This is an optimization exercise on Yosys and OpenROAD, whose aim is a short achievable clock period and few clock cycles, not a production implementation.
The RTL was checked by simulation tests, not by an equivalence proof against the original design.
No activity file was given, so power comes from the tool's default toggle rates.

## flow/design.v (module list and top-level ports; edited modules follow where they fit)
// module tcf: 1705 lines
module tcf (
    input  wire        clk,
    input  wire        rst,         
    input  wire        req_valid,
    input  wire        req_write,
    input  wire [7:0]  req_addr,
    input  wire [31:0] req_wdata,
    output wire        req_ready,
    output reg         resp_valid,
    output reg  [31:0] resp_rdata
);
  // ...
==> flow/flow/run.sh <==
#!/bin/bash
set -euo pipefail
bash standard.sh SETUP_SLACK_MARGIN=6.5 finish > flow_make.log 2>&1
==> flow/standard.sh <==
#!/bin/bash
# synth_recipe.tcl (not shown) runs the flow's synth.tcl, then flattens the netlist and writes it again
# the make line also repeats each setting of config.mk as NAME=value (left out here)
make -C /OpenROAD-flow-scripts/flow DESIGN_CONFIG=/design/flow/config.mk WORK_HOME=/design/flow/orfs CLKGATE_MAP_FILE= SYNTH_SCRIPT=/design/flow/synth_recipe.tcl "${@:-finish}"
==> flow/config.mk <==
export PLATFORM = sky130hd
export DESIGN_NAME = tcf
export DESIGN_NICKNAME = tcf
export VERILOG_FILES = /design/flow/design.v
export SDC_FILE = /design/flow/constraint.sdc
export NUM_CORES = 4
export LEC_CHECK = 0
export ABC_CLOCK_PERIOD_IN_PS = 3000
export CAP_MARGIN = 20
export CORE_MARGIN = 2
export CORE_UTILIZATION = 30
export PLACE_DENSITY = 0.5
export SLEW_MARGIN = 20
export TNS_END_PERCENT = 30
==> flow/constraint.sdc <==
create_clock -name core_clock -period 10.0 [get_ports {clk}]
set_input_delay 2.0000 -clock core_clock [delete_from_list [all_inputs] [get_ports {clk}]]
set_output_delay 2.0000 -clock core_clock [all_outputs]
set_load 0.01 [all_outputs]
==> run notes, run 1 <==
* Status: aborted with a tool error
* Fail Step: 5_1_grt
* Error: [ERROR GRT-0116] Global routing finished with congestion. Check the congestion regions in the DRC Viewer.
* I/O pin count at 78
* Die H at 985 um
* Post-synth top flop: edfxtp_1
* Mux contribution to synthesized area at 2.70%
* Top cells by count, synth: 6172 x nand2_1, 4306 x xnor2_1, 3410 x a21oi_1, 2990 x clkbuf_1, 2986 x nor2_1
* Synth area leader: edfxtp_1
* Area after DPL at 318000 sq um
* Post-CTS setup buffer count at 1020
* Port Buf Inserts at 77
* GPL Wtd Cong at 1.41
* Post-synthesis xor/xnor area fraction at 17.2%
* Clk sinks at 3660
* Main area contributors after synthesis: edfxtp_1 21%, xnor2_1 13%, dfxtp_1 11%, nand2_1 8.0%, a21oi_1 5.9%
* Largest net degree at the start of global routing at 158
* Initial core utilization at 30.1%
* Die width at 985 um
* Mapped Avg Cell Area at 7.94 sq um
* Adder-Cell Fraction of Synth Area at 4.11%
* Detailed Place HPWL at 2450 mm
* Resized cells post-CTS at 3958
* Htree depth at 5
* Place WS at 4.07 ns
* Async S/R FF share, synth at 0%
* Main combinational cell family by area after synthesis: simple AND/OR/NAND/NOR gates
* Placed Cells at 48200
* Cells after Synth at 36400
* Top cell type's share of synthesized area at 21.4%
* Synthesized area at 289000 sq um
* Synth Area in Simple Gates at 19.1%
* Clk buf depth at 5
* Number of enable flip-flop cells after synthesis at 2062
* Compound-Gate Fraction of Synth Area at 18.6%
* Clock root buffer: clkbuf_16
* Register bit total from synthesis at 3660
* Syn_nets at 37100
* Netlist cell types at 94
* Ys Warns at 7
Testbench counts, summed over its fixed seeds: cycles 16,087.
==> run 2: changes to the inputs <==
--- a/flow/design.v
+++ b/flow/design.v
@@ -606,16 +606,29 @@
         reg [16:0] x0;
         reg [15:0] x1;
         begin
             x0 = {1'b0, t[15:0]} + {9'd0, t[23:16]};
             x1 = t[15:0] + {8'd0, t[23:16]} + 16'd1;
             fold24 = x0[16] ? x1 : x0[15:0];
         end
     endfunction
+    function [15:0] eac16;
+        input [15:0] p;
+        input [15:0] q;
+        input        nz;
+        reg [16:0] x0;
+        reg [15:0] x1, r;
+        begin
+            x0 = {1'b0, p} + {1'b0, q};
+            x1 = p + q + 16'd1;
+            r = x0[16] ? x1 : x0[15:0];
+            eac16 = (r == 16'd0 && nz) ? 16'hFFFF : r;
+        end
+    endfunction
     localparam integer DW = 1 + 47 + 1 + 15 + 9;    
     function [DW-1:0] decode;
         input [7:0]  a;
         input [31:0] d;
         reg [46:0] oh;
         reg        ok;
         reg [14:0] op;
         reg        zero_mid, arg0, arg7, arg8;
@@ -990,32 +1003,35 @@
             zm_next[832 + zi] = |(ploh & ZM26[65*zi +: 65]);
             zm_next[864 + zi] = |(ploh & ZM27[65*zi +: 65]);
             zm_next[896 + zi] = |(ploh & ZM28[65*zi +: 65]);
             zm_next[928 + zi] = |(ploh & ZM29[65*zi +: 65]);
             zm_next[960 + zi] = |(ploh & ZM30[65*zi +: 65]);
             zm_next[992 + zi] = |(ploh & ZM31[65*zi +: 65]);
         end
     end
+    wire        c_zip = busy ? c_zero_ip : (c_arg[2:0] == 3'd3);
     wire [31:0] cb_tcph = crcs_13(crc_state) ^ crcd_13(
         {hdr[8*0 +: 8], hdr[8*1 +: 8], hdr[8*2 +: 8], hdr[8*3 +: 8],
          hdr[8*4 +: 8], hdr[8*5 +: 8], hdr[8*6 +: 8], hdr[8*7 +: 8],
          hdr[8*8 +: 8], hdr[8*9 +: 8], hdr[8*10 +: 8], hdr[8*11 +: 8],
          hdr[8*12 +: 8]});
     wire [31:0] cb_iph = crcs_16(crc_state) ^ crcd_16(
         {hdr[8*13 +: 8], hdr[8*14 +: 8], hdr[8*15 +: 8], hdr[8*16 +: 8],
          hdr[8*17 +: 8], hdr[8*18 +: 8],
-         c_zero_ip ? 16'd0 : {hdr[8*19 +: 8], hdr[8*20 +: 8]},
+         c_zip ? 16'd0 : {hdr[8*19 +: 8], hdr[8*20 +: 8]},
          hdr[8*21 +: 8], hdr[8*22 +: 8], hdr[8*23 +: 8], hdr[8*24 +: 8],
          hdr[8*25 +: 8], hdr[8*26 +: 8], hdr[8*27 +: 8], hdr[8*28 +: 8]});
     wire [31:0] cb_eth = crcs_14(crc_state) ^ crcd_14(
         {hdr[8*29 +: 8], hdr[8*30 +: 8], hdr[8*31 +: 8], hdr[8*32 +: 8],
          hdr[8*33 +: 8], hdr[8*34 +: 8], hdr[8*35 +: 8], hdr[8*36 +: 8],
          hdr[8*37 +: 8], hdr[8*38 +: 8], hdr[8*39 +: 8], hdr[8*40 +: 8],
          hdr[8*41 +: 8], hdr[8*42 +: 8]});
+    wire [47:0] b_mac   = local_valid ? local_mac : 48'd0;
+    wire [31:0] cb_beth = crcs_14(32'hFFFFFFFF) ^ crcd_14({b_mac, b_mac, 16'h0800});
     wire [31:0] cb_fcs = crcs_4(crc_state) ^ crcd_4(eth_fcs);
     reg  [31:0] zmul;
     integer r1;
     always @(*) begin
         for (r1 = 0; r1 < 32; r1 = r1 + 1)
             zmul[r1] = ^(zm[32*r1 +: 32] & crc_state);
     end
     wire [31:0] cb_pay = zmul ^ pcrc;
@@ -1293,17 +1309,18 @@
     reg [7:0]  ka_hold;
     reg        ka_odd, ka_ph;
     reg [1:0]  ka_dest;
     reg [14:0] kb_h0, kb_h1, kb_l0, kb_l1;
     reg [15:0] kb_s0;
     reg [7:0]  kb_hold;
     reg        kb_odd;
     reg [1:0]  kb_dest;
-    reg [23:0] kc_t, kc_tf;
+    reg [15:0] kc_p, kc_q, kc_pf, kc_qf;    
+    reg        kc_nz, kc_nzf;                
     reg [7:0]  kc_hold;
     reg        kc_odd;
     reg [1:0]  kc_dest;
     wire [14:0] kbe_i0 = ka_e0;
     wire [14:0] kbe_i1 = ka_e1;
     wire [14:0] kbe_i2 = ka_e2;
     wire [14:0] kbe_i3 = ka_e3;
     wire [14:0] kbe_i4 = ka_e4;
@@ -1353,56 +1370,56 @@
     wire [14:0] kbo_l2s0 = kbo_l1s0 ^ kbo_l1c0 ^ kbo_l1s1;
     wire [14:0] kbo_l2c0_f = (kbo_l1s0 & kbo_l1c0) | (kbo_l1s0 & kbo_l1s1) | (kbo_l1c0 & kbo_l1s1);
     wire [14:0] kbo_l2c0 = {kbo_l2c0_f[13:0], 1'b0};
     wire [14:0] kbo_l3s0 = kbo_l2s0 ^ kbo_l2c0 ^ kbo_l1c1;
     wire [14:0] kbo_l3c0_f = (kbo_l2s0 & kbo_l2c0) | (kbo_l2s0 & kbo_l1c1) | (kbo_l2c0 & kbo_l1c1);
     wire [14:0] kbo_l3c0 = {kbo_l3c0_f[13:0], 1'b0};
     wire [14:0] kbo_r0 = kbo_l3s0;
     wire [14:0] kbo_r1 = kbo_l3c0;
-    wire [23:0] kct_i0 = {8'd0, kb_s0};
-    wire [23:0] kct_i1 = {1'b0, kb_h0, 8'd0};
-    wire [23:0] kct_i2 = {1'b0, kb_h1, 8'd0};
-    wire [23:0] kct_i3 = {9'd0, kb_l0};
-    wire [23:0] kct_i4 = {9'd0, kb_l1};
-    wire [23:0] kct_l0s0 = kct_i0 ^ kct_i1 ^ kct_i2;
-    wire [23:0] kct_l0c0_f = (kct_i0 & kct_i1) | (kct_i0 & kct_i2) | (kct_i1 & kct_i2);
-    wire [23:0] kct_l0c0 = {kct_l0c0_f[22:0], 1'b0};
-    wire [23:0] kct_l1s0 = kct_l0s0 ^ kct_l0c0 ^ kct_i3;
-    wire [23:0] kct_l1c0_f = (kct_l0s0 & kct_l0c0) | (kct_l0s0 & kct_i3) | (kct_l0c0 & kct_i3);
-    wire [23:0] kct_l1c0 = {kct_l1c0_f[22:0], 1'b0};
-    wire [23:0] kct_l2s0 = kct_l1s0 ^ kct_l1c0 ^ kct_i4;
-    wire [23:0] kct_l2c0_f = (kct_l1s0 & kct_l1c0) | (kct_l1s0 & kct_i4) | (kct_l1c0 & kct_i4);
-    wire [23:0] kct_l2c0 = {kct_l2c0_f[22:0], 1'b0};
-    wire [23:0] kct_r0 = kct_l2s0;
-    wire [23:0] kct_r1 = kct_l2c0;
-    wire [23:0] kcf_i0 = {8'd0, kb_s0};
-    wire [23:0] kcf_i1 = {1'b0, kb_h0, 8'd0};
-    wire [23:0] kcf_i2 = {1'b0, kb_h1, 8'd0};
-    wire [23:0] kcf_i3 = {9'd0, kb_l0};
-    wire [23:0] kcf_i4 = {9'd0, kb_l1};
-    wire [23:0] kcf_i5 = {8'd0, kb_hold, 8'd0};
-    wire [23:0] kcf_l0s0 = kcf_i0 ^ kcf_i1 ^ kcf_i2;
-    wire [23:0] kcf_l0c0_f = (kcf_i0 & kcf_i1) | (kcf_i0 & kcf_i2) | (kcf_i1 & kcf_i2);
-    wire [23:0] kcf_l0c0 = {kcf_l0c0_f[22:0], 1'b0};
-    wire [23:0] kcf_l0s1 = kcf_i3 ^ kcf_i4 ^ kcf_i5;
-    wire [23:0] kcf_l0c1_f = (kcf_i3 & kcf_i4) | (kcf_i3 & kcf_i5) | (kcf_i4 & kcf_i5);
-    wire [23:0] kcf_l0c1 = {kcf_l0c1_f[22:0], 1'b0};
-    wire [23:0] kcf_l1s0 = kcf_l0s0 ^ kcf_l0c0 ^ kcf_l0s1;
-    wire [23:0] kcf_l1c0_f = (kcf_l0s0 & kcf_l0c0) | (kcf_l0s0 & kcf_l0s1) | (kcf_l0c0 & kcf_l0s1);
-    wire [23:0] kcf_l1c0 = {kcf_l1c0_f[22:0], 1'b0};
-    wire [23:0] kcf_l2s0 = kcf_l1s0 ^ kcf_l1c0 ^ kcf_l0c1;
-    wire [23:0] kcf_l2c0_f = (kcf_l1s0 & kcf_l1c0) | (kcf_l1s0 & kcf_l0c1) | (kcf_l1c0 & kcf_l0c1);
-    wire [23:0] kcf_l2c0 = {kcf_l2c0_f[22:0], 1'b0};
-    wire [23:0] kcf_r0 = kcf_l2s0;
-    wire [23:0] kcf_r1 = kcf_l2c0;
-    wire [23:0] kc_t_n  = kct_r0 + kct_r1;
-    wire [23:0] kc_tf_n = kcf_r0 + kcf_r1;
-    wire [15:0] kd_sum = fold24(kc_t);
-    wire [15:0] kd_fin = ~fold24(kc_tf);
+    wire [15:0] kct_i0 = kb_s0;
+    wire [15:0] kct_i1 = {kb_h0[7:0], 1'b0, kb_h0[14:8]};
+    wire [15:0] kct_i2 = {kb_h1[7:0], 1'b0, kb_h1[14:8]};
+    wire [15:0] kct_i3 = {1'b0, kb_l0};
+    wire [15:0] kct_i4 = {1'b0, kb_l1};
+    wire [15:0] kct_l0s0 = kct_i0 ^ kct_i1 ^ kct_i2;
+    wire [15:0] kct_l0c0_f = (kct_i0 & kct_i1) | (kct_i0 & kct_i2) | (kct_i1 & kct_i2);
+    wire [15:0] kct_l0c0 = {kct_l0c0_f[14:0], kct_l0c0_f[15]};
+    wire [15:0] kct_l1s0 = kct_l0s0 ^ kct_l0c0 ^ kct_i3;
+    wire [15:0] kct_l1c0_f = (kct_l0s0 & kct_l0c0) | (kct_l0s0 & kct_i3) | (kct_l0c0 & kct_i3);
+    wire [15:0] kct_l1c0 = {kct_l1c0_f[14:0], kct_l1c0_f[15]};
+    wire [15:0] kct_l2s0 = kct_l1s0 ^ kct_l1c0 ^ kct_i4;
+    wire [15:0] kct_l2c0_f = (kct_l1s0 & kct_l1c0) | (kct_l1s0 & kct_i4) | (kct_l1c0 & kct_i4);
+    wire [15:0] kct_l2c0 = {kct_l2c0_f[14:0], kct_l2c0_f[15]};
+    wire [15:0] kct_r0 = kct_l2s0;
+    wire [15:0] kct_r1 = kct_l2c0;
+    wire [15:0] kcf_i0 = kb_s0;
+    wire [15:0] kcf_i1 = {kb_h0[7:0], 1'b0, kb_h0[14:8]};
+    wire [15:0] kcf_i2 = {kb_h1[7:0], 1'b0, kb_h1[14:8]};
+    wire [15:0] kcf_i3 = {1'b0, kb_l0};
+    wire [15:0] kcf_i4 = {1'b0, kb_l1};
+    wire [15:0] kcf_i5 = {kb_hold, 8'd0};
+    wire [15:0] kcf_l0s0 = kcf_i0 ^ kcf_i1 ^ kcf_i2;
+    wire [15:0] kcf_l0c0_f = (kcf_i0 & kcf_i1) | (kcf_i0 & kcf_i2) | (kcf_i1 & kcf_i2);
+    wire [15:0] kcf_l0c0 = {kcf_l0c0_f[14:0], kcf_l0c0_f[15]};
+    wire [15:0] kcf_l0s1 = kcf_i3 ^ kcf_i4 ^ kcf_i5;
+    wire [15:0] kcf_l0c1_f = (kcf_i3 & kcf_i4) | (kcf_i3 & kcf_i5) | (kcf_i4 & kcf_i5);
+    wire [15:0] kcf_l0c1 = {kcf_l0c1_f[14:0], kcf_l0c1_f[15]};
+    wire [15:0] kcf_l1s0 = kcf_l0s0 ^ kcf_l0c0 ^ kcf_l0s1;
+    wire [15:0] kcf_l1c0_f = (kcf_l0s0 & kcf_l0c0) | (kcf_l0s0 & kcf_l0s1) | (kcf_l0c0 & kcf_l0s1);
+    wire [15:0] kcf_l1c0 = {kcf_l1c0_f[14:0], kcf_l1c0_f[15]};
+    wire [15:0] kcf_l2s0 = kcf_l1s0 ^ kcf_l1c0 ^ kcf_l0c1;
+    wire [15:0] kcf_l2c0_f = (kcf_l1s0 & kcf_l1c0) | (kcf_l1s0 & kcf_l0c1) | (kcf_l1c0 & kcf_l0c1);
+    wire [15:0] kcf_l2c0 = {kcf_l2c0_f[14:0], kcf_l2c0_f[15]};
+    wire [15:0] kcf_r0 = kcf_l2s0;
+    wire [15:0] kcf_r1 = kcf_l2c0;
+    wire        kc_nz_n  = (kb_s0 != 16'd0) || (kb_h0 != 15'd0) || (kb_h1 != 15'd0) ||
+                           (kb_l0 != 15'd0) || (kb_l1 != 15'd0);
+    wire [15:0] kd_sum = eac16(kc_p, kc_q, kc_nz);
+    wire [15:0] kd_fin = ~eac16(kc_pf, kc_qf, kc_nzf);
     reg [8*NQ-1:0] emit_q;
     reg [6:0] emit_len;
     always @(*) begin
         case (c_arg[2:0])
             3'd0: begin emit_q = tz >> (8*43); emit_len = plen;          end
             3'd1: begin emit_q = tz >> (8*29); emit_len = plen + 7'd14;  end
             3'd2: begin emit_q = tz >> (8*29); emit_len = plen + 7'd18;  end
             3'd3: begin emit_q = tz >> (8*13); emit_len = 7'd16;
@@ -1480,17 +1497,18 @@
                 kb_h0 <= ka_ph ? kbo_r0 : kbe_r0;
                 kb_h1 <= ka_ph ? kbo_r1 : kbe_r1;
                 kb_l0 <= ka_ph ? kbe_r0 : kbo_r0;
                 kb_l1 <= ka_ph ? kbe_r1 : kbo_r1;
                 kb_s0 <= ka_s0; kb_hold <= ka_hold; kb_odd <= ka_odd; kb_dest <= ka_dest;
                 nkv3 = 1'b1;
             end
             if (kv3) begin
-                kc_t <= kc_t_n; kc_tf <= kc_tf_n;
+                kc_p <= kct_r0; kc_q <= kct_r1; kc_pf <= kcf_r0; kc_qf <= kcf_r1;
+                kc_nz <= kc_nz_n; kc_nzf <= kc_nz_n || (kb_hold != 8'd0);
                 kc_hold <= kb_hold; kc_odd <= kb_odd; kc_dest <= kb_dest;
                 nkv4 = 1'b1;
             end
             if (kv4) begin
                 ck_sum <= kd_sum; ck_hold <= kc_hold; ck_odd <= kc_odd;
                 ck_res <= kd_fin;
                 case (kc_dest)
                     K_IP:  ip_csum  <= {16'd0, kd_fin};
@@ -1592,41 +1610,43 @@
                         enc2 <= 1'b1;
                         busy <= 1'b1;
                         resp_valid <= 1'b0;
                     end
                 end
                 if (h_op[O_CRCF]) begin
                     case (c_arg[2:0])
                         3'd0: crc_todo <= 5'b01000;
-                        3'd1: crc_todo <= 5'b01100;
-                        3'd2: crc_todo <= 5'b11100;
-                        3'd3: crc_todo <= 5'b00010;
-                        3'd4: crc_todo <= 5'b00010;
-                        3'd5: crc_todo <= 5'b11110;
-                        3'd6: crc_todo <= 5'b00001;
-                        default: crc_todo <= 5'b11111;
+                        3'd1: begin crc_todo <= 5'b01000; crc_state <= cb_eth; end
+                        3'd2: begin crc_todo <= 5'b11000; crc_state <= cb_eth; end
+                        3'd3: begin crc_todo <= 5'b00000; crc_state <= cb_iph; end
+                        3'd4: begin crc_todo <= 5'b00000; crc_state <= cb_iph; end
+                        3'd5: begin crc_todo <= 5'b11100; crc_state <= cb_iph; end
+                        3'd6: begin crc_todo <= 5'b00000; crc_state <= cb_tcph; end
+                        default: begin crc_todo <= 5'b11110; crc_state <= cb_tcph; end
                     endcase
-                    c_zero_ip <= (c_arg[2:0] == 3'd3);
+                    c_zero_ip <= 1'b0;
                     c_fcsout <= 1'b0;
-                    busy <= 1'b1;
-                    resp_valid <= 1'b0;
+                    if (c_arg[2:0] != 3'd3 && c_arg[2:0] != 3'd4 && c_arg[2:0] != 3'd6) begin
+                        busy <= 1'b1;
+                        resp_valid <= 1'b0;
+                    end
                 end
                 if (h_op[O_CKF]) begin
                     kv1 <= 1'b1; kc <= kctl(c_arg[2:0], 1'b0, 1'b0, plen[0], ploh[0], ck_odd);
                     k_wcrc <= 1'b0; k_dest <= K_FEED;
                     busy <= 1'b1;
                     resp_valid <= 1'b0;
                 end
                 if (h_op[O_BETH] || h_op[O_BALL]) begin
                     eth_dst  <= local_valid ? local_mac : 48'd0;
                     eth_src  <= local_valid ? local_mac : 48'd0;
                     eth_type <= 32'h0000_0800;
-                    crc_state <= 32'hFFFFFFFF;
-                    crc_todo <= 5'b01100;
+                    crc_state <= cb_beth;
+                    crc_todo <= 5'b01000;
                     c_zero_ip <= 1'b0;
                     c_fcsout <= 1'b1;
                     busy <= 1'b1;
                     resp_valid <= 1'b0;
                 end
                 if (h_op[O_BIP] || h_op[O_BALL]) begin
                     ip_ver    <= 32'd4;
                     ip_totlen <= {25'd0, plen} + 32'd34;
==> flow/flow/run.sh (replaced) <==
#!/bin/bash
set -euo pipefail
bash standard.sh SETUP_SLACK_MARGIN=6.5 \
    "BUFFER_PORTS_ARGS=-buffer_cell sky130_fd_sc_hd__buf_4" finish > flow_make.log 2>&1
--- a/flow/config.mk
+++ b/flow/config.mk
@@ -6,9 +6,8 @@
 export NUM_CORES = 4
 export LEC_CHECK = 0
 export ABC_CLOCK_PERIOD_IN_PS = 3000
 export CAP_MARGIN = 20
 export CORE_MARGIN = 2
 export CORE_UTILIZATION = 30
 export PLACE_DENSITY = 0.5
 export SLEW_MARGIN = 20
-export TNS_END_PERCENT = 30
==> run notes, run 2 <==
* I/O pin count at 78 (unchanged)
* Synth area leader: edfxtp_1
* Top cells by count, synth: 6226 x nand2_1, 4650 x xnor2_1, 3419 x a21oi_1, 3240 x clkbuf_1, 3078 x nor2_1
* Top-count cell post-synth: nand2_1
* Initial core utilization at 30.1% (about the same)
* Detailed Place HPWL at 2310 mm (-5.6%)
* Ys Warns at 7 (unchanged)
* Netlist cell types at 112 (+19%)
* Fail Step: 5_1_grt
* Area after DPL at 324000 sq um (+1.9%)
* Largest net degree at the start of global routing at 150
* Die H at 999 um (+1.4%)
* Sequential element share of the synthesized area at 31.8%
* Main area contributors after synthesis: edfxtp_1 21%, xnor2_1 14%, dfxtp_1 11%, nand2_1 7.9%, a21oi_1 5.8%
* Number of enable flip-flop cells after synthesis at 2080 (+0.87%)
* Clk sinks at 3677 (+0.46%)
* Status: aborted with a tool error
* Top cell type's share of synthesized area at 21.0% (-0.40 points)
* Htree depth at 5 (unchanged)
* GPL Wtd Cong at 1.38 (-1.6%)
* Syn_nets at 38200 (+2.8%)
* Post-synth top flop: edfxtp_1
* Cells after Synth at 37500 (+3.0%)
* Die width at 999 um (+1.4%)
* Port Buf Inserts at 77 (unchanged)
* CTS Hold Bufs at 0
* Error: [ERROR GRT-0232] Routing congestion too high. Check the congestion heatmap in the GUI.
* Clk buf depth at 5 (unchanged)
* CTS Buf Count at 485
* Site Rows at 365
* Mapped Avg Cell Area at 7.92 sq um (-0.16%)
* Clock root buffer: clkbuf_16
* Synthesized area at 297000 sq um (+2.8%)
* Register bit total from synthesis at 3677 (+0.46%)
* Place WS at 3.91 ns (-0.151 ns)
* Async S/R FF share, synth at 0% (unchanged)
-- run 2: kinds of logic after synthesis --
logic type               after synthesis  synth area share [%]
AND/OR/NAND/NOR                    13100                  19.3
AO/OA/AOI/OAI                       9054                  19.0
XOR/XNOR                            6025                  18.4
buffers and inverters               4493                  5.81
flip-flops                          3677                  31.8
adder cells (fa/ha/maj)              651                  3.88
multiplexers                         507                  1.76
-- run 2: what timing repair did --
item / CTS
cloned: 315
endpoints found under the hold margin: 0
resized for setup: 5288
endpoints found under the setup margin: 4567
pin swaps: 1193
buffers inserted: 1282
-- run 2: through the flow --
stage | hold WS (ns) | util, % | std cells
3_3_place_gp | 0.404 | 32.7 | 49300
3_5_place_dp | 0.405 | 32.8 | 49400
2_1_floorplan | 0.400 | - | 37500
4_1_cts | 0.420 | 39.0 | 51900
-- run 2: power groups by stage --
stage	Combinational, mW	Sequential, mW	Clock [mW]
2_1_floorplan	8.00	16.7	0
3_3_place_gp	16.5	17.1	0
3_5_place_dp	16.3	17.1	0
4_1_cts	20.5	16.6	18.1
-- run 2: worst max path at each step --
stage	from	to	slack, ns	cells past startpoint
detailed placement	h_d[0]$_DFFE_PP_	crc_state[3]$_SDFFE_PP1P_	3.91	18
global placement	h_d[0]$_DFFE_PP_	crc_state[3]$_SDFFE_PP1P_	3.86	18
floorplan	srst_r$_DFF_P_	outq[0]$_DFFE_PP_	-4.48	5
CTS	ip_ttl[6]$_SDFFE_PP0P_	crc_state[3]$_SDFFE_PP1P_	5.89	14
Testbench counts of run 2, summed over its fixed seeds: cycles 15,927.
